What follows belongs to an exercise in optimizing a design on an open flow for small area; a production flow would make more cautious choices.
Function was checked by simulation only, so behaviour that the tests miss may differ from the original.
No driver is modelled on the clock port, so clock power and skew are understated where the tree is cut down; a real chip needs a root buffer or a tree.
No activity file was given, so power comes from the tool's default toggle rates.

Setup of v46:
// spi_mtc
module spi_mtc (
    input             clk,
    input             rst,
    input             cmd0_valid,
    input      [31:0] cmd0_word,
    output            cmd0_ready,
    output            rsp0_valid,
    output     [31:0] rsp0_word,
    input             cmd1_valid,
    input      [31:0] cmd1_word,
    output            cmd1_ready,
    output            rsp1_valid,
    output     [31:0] rsp1_word,
    output            cs_rtc,
    output            cs_sns,
    output            cs_lcd,
    output            lcd_rs,
    output            spi_cpol,
    output            spi_cpha,
    output     [3:0]  spi_clksel,
    output            sh_start,
    output     [7:0]  sh_tx,
    input             sh_done,
    input      [7:0]  sh_rx,
    output            mem_en,
    output            mem_we,
    output     [7:0]  mem_addr,
    output     [7:0]  mem_wdata,
    input      [7:0]  mem_rdata
);
    localparam [2:0] S_IDLE = 3'd0, S_PRE  = 3'd1, S_XMEM = 3'd2, S_WAIT = 3'd3,
                     S_XPOST = 3'd4, S_POST = 3'd5;
    reg        pend0, pend1;
    reg [27:0] Xn, Y;    
    wire [27:0] X = ~Xn;
    reg        sel, owner;
    reg [2:0]  st;
    reg [3:0]  dly;
    reg [3:0]  idx;
    reg        xf;       
    reg [1:0]  dev;
    reg        csel;
    reg        rs;
    reg        done;
    reg [7:0]  rxh;
    wire [3:0]  op = X[27:24];
    wire [7:0]  c  = X[23:16];
    wire [7:0]  a  = X[15:8];
    wire [7:0]  b  = X[7:0];
  ...
Size in the first run: ~85 flip-flops, about 190 I/O pins, about 0.0055 mm2 of cells after synthesis.
clock: 8.0 ns
lec_check: 0
abc_area: 0
cap_margin: 20
core_margin: 2
core_utilization: 40
place_density: 0.9
slew_margin: 20
standard.sh (not shown) runs the stock make flow with config.mk's settings and CLKGATE_MAP_FILE= SYNTH_SCRIPT=/design/flow/synth_recipe.tcl, a recipe that flattens the netlist after the stock synthesis.
==> flow/flow/run.sh <==
#!/bin/bash
# Standard ORFS layout with these changes:
#  - ports are buffered with the smallest buffer (buf_1)
#  - CTS inserts no dummy loads; extra CTS options come from flow/cts_extra;
#    with flow/clocktree.env present, flow/clocktree.tcl builds a small
#    balanced clock tree instead of TritonCTS
#  - extra make variables come from flow/make_extra
#  - after placement resizing, cells on paths with slack are sized down
#    (flow/recover.tcl)
# Each ORFS step keeps its own log under orfs/logs; make's output goes to
# orfs_make.log.
set -euo pipefail
W=$PWD
rm -rf "$W/scripts_abc"
cp -r "$FLOW_HOME/scripts" "$W/scripts_abc"
cp "$W/flow/abc.script" "$W/scripts_abc/abc_speed.script"
if [[ -f "$W/flow/clocktree.env" ]]; then
  # build the clock tree with flow/clocktree.tcl instead of TritonCTS
  set -a; source "$W/flow/clocktree.env"; set +a
  sed -i "s|^log_cmd clock_tree_synthesis {\*}\$cts_args|source $W/flow/clocktree.tcl|" "$W/scripts_abc/cts.tcl"
  grep -q "flow/clocktree.tcl" "$W/scripts_abc/cts.tcl"
fi
CTS="-sink_clustering_enable -repair_clock_nets -dont_use_dummy_load"
if [[ -f "$W/flow/cts_extra" ]]; then CTS="$CTS $(cat "$W/flow/cts_extra")"; fi
EXTRA=()
if [[ -f "$W/flow/make_extra" ]]; then read -r -a EXTRA < "$W/flow/make_extra"; fi
bash standard.sh \
  "SCRIPTS_DIR=$W/scripts_abc" \
  "BUFFER_PORTS_ARGS=-buffer_cell sky130_fd_sc_hd__buf_1" \
  "CTS_ARGS=$CTS" \
  "POST_RESIZE_TCL=$W/flow/recover.tcl" \
  "${EXTRA[@]}" \
  finish > orfs_make.log 2>&1
==> flow/flow/abc.script <==
strash
&get -n
&st
&b
&dc2
&dch -f
&nf -R 1000 -p -a -F 8 -C 32
&put
topo
==> flow/flow/clocktree.env <==
CT_GROUPS=6
CT_BUF=sky130_fd_sc_hd__clkbuf_8
CT_ROOT=sky130_fd_sc_hd__clkbuf_4
Other scripts of this flow, unchanged in this note and not shown: flow/flow/clocktree.tcl, flow/flow/cts_extra, flow/flow/make_extra, flow/flow/recover.tcl
v46: full flow OK, the timing, DRC and antenna checks passed
Input changes introduced in v53 (baseline for comparison: v46):
# v46
export LEC_CHECK = 0
export ABC_AREA = 0
export CAP_MARGIN = 20
export CORE_MARGIN = 2
export CORE_UTILIZATION = 40
export PLACE_DENSITY = 0.9
export SLEW_MARGIN = 20
create_clock -name core_clock -period 8.0 [get_ports {clk}]
# v53
export LEC_CHECK = 0
export ABC_AREA = 0
export CAP_MARGIN = 20
export CORE_MARGIN = 2
export CORE_UTILIZATION = 40
export GPL_TIMING_DRIVEN = 0
export PLACE_DENSITY = 0.6
export SLEW_MARGIN = 20
create_clock -name core_clock -period 8.0 [get_ports {clk}]
-- flow/flow/run.sh --
<<< v46, line 32
>>> v53, line 32
  "POST_CTS_TCL=$W/flow/recover.tcl" \
--- outcome ---
Cmp v46 and v53 / aggregate routed wire length / lower: v46
Going from v46 to v53, wire length of the first global-routing pass grows by 2300 um.
In the metrics for v46 and v53, the one carrying the higher time the final worst path needs with I/O delays and setup is v53.
In v53, cell-internal power is higher than in v46.
The final layout from v53, which completed every stage, passed the timing, DRC and antenna checks at the end of the flow.
Edits applied to the flow inputs when going from v53 to v12:
# v53
export LEC_CHECK = 0
export ABC_AREA = 0
export CAP_MARGIN = 20
export CORE_MARGIN = 2
export CORE_UTILIZATION = 40
export GPL_TIMING_DRIVEN = 0
export PLACE_DENSITY = 0.6
export SLEW_MARGIN = 20
create_clock -name core_clock -period 8.0 [get_ports {clk}]
# v12
export LEC_CHECK = 0
export ABC_AREA = 0
export CAP_MARGIN = 20
export CORE_MARGIN = 2
export CORE_UTILIZATION = 40
export PLACE_DENSITY = 0.6
export SLEW_MARGIN = 20
create_clock -name core_clock -period 8.0 [get_ports {clk}]
-- flow/flow/run.sh --
<<< v53, line 32
  "POST_CTS_TCL=$W/flow/recover.tcl" \
>>> v12, line 32
-- flow/flow/abc.script --
<<< v53, line 4
&b
&dc2
>>> v12, line 4
&syn2
--- outcome ---
- Against v53 as the reference, v12 delivers a higher power share of the sequential group.
- Between v53 and v12, the global-route usage does not differ in any meaningful way.
- Looking at library cell contributing the largest single delay on the critical path, the sky130_fd_sc_hd__dfxtp_1 result is from v53; the sky130_fd_sc_hd__nand2b_1 one comes from v12.
- STATUS post-layout minimum cycle time: v12 wins against v53
- Internal cell power shrinks by more than 10% when moving from v53 to v12.
- v12 — proportion of power drawn by combinational gates 8.0 points lower, v53 as reference
- Row clock network fraction of total power: v12 higher / v53 lower
- Going from v53 to v12, aggregate routed wire length grew slightly.
- In v12 relative to v53, synthesized area had gone up slightly.
- Higher layout-stage area growth over the synthesis result was reported by v53, not v12.
Relative to v12, the following input files were edited for v55:
# v12
export LEC_CHECK = 0
export ABC_AREA = 0
export CAP_MARGIN = 20
export CORE_MARGIN = 2
export CORE_UTILIZATION = 40
export PLACE_DENSITY = 0.6
export SLEW_MARGIN = 20
create_clock -name core_clock -period 8.0 [get_ports {clk}]
# v55
export LEC_CHECK = 0
export ABC_AREA = 0
export CAP_MARGIN = 20
export CORE_MARGIN = 2
export CORE_UTILIZATION = 40
export PLACE_DENSITY = 0.9
export SLEW_MARGIN = 20
create_clock -name core_clock -period 8.0 [get_ports {clk}]
-- flow/flow/abc.script --
<<< v12, line 4
&syn2
>>> v55, line 4
&b
&dc2
-- flow/flow/clocktree.env --
<<< v12, line 1
CT_GROUPS=6
>>> v55, line 1
CT_GROUPS=5
[summary]
No run among v12 and v55 stopped early or left any final violation; all are clean.
Against v12 as the reference, v55 delivers a lower synthesized-area fraction occupied by adder cells.
On post-route minimum period, v55 does better than v12.
Re clock network power share: v12 and v55 aren't equal, and the lower value belongs to v55.
v55 against v12; wire length of the first global-routing pass is down by a little under 10%.
No run of this note takes its clock network from TritonCTS; it comes from the design's own scripts or RTL.

re-timing with driven ports:
The flow's constraints put no driver on any port. The routed layouts listed below were extracted and timed again, unchanged, in two steps.
Step 1 sets driving cells, clkbuf_16 on the clock port and buf_2 on the other inputs (assumed; they add their load-dependent delay and slew).
Step 2 times the ports against the registers' clock, not the clock port: input delays grow and output delays shrink by t, the midpoint of the rising clock arrivals with the driver on.
a / b / c = no drivers / after step 1 / after step 2; a / b = the first two.
run | shift t [ns] | setup slack, ns | worst setup path after step 2 | worst slew at a driven data input, ns | pins driven straight from the clock port
v46 | 0.469 | 2.108 / 2.076 / 2.190 | register to register | 0.04 | 1
v53 | 0.495 | 1.679 / 1.643 / 2.049 | register to register | 0.04 | 1
v12 | 0.494 | 1.871 / 1.871 / 1.871 | register to register | 0.04 | 1
v55 | 0.467 | 2.117 / 2.085 / 2.238 | register to register | 0.04 | 1
After both steps setup and hold are still met in every run listed.
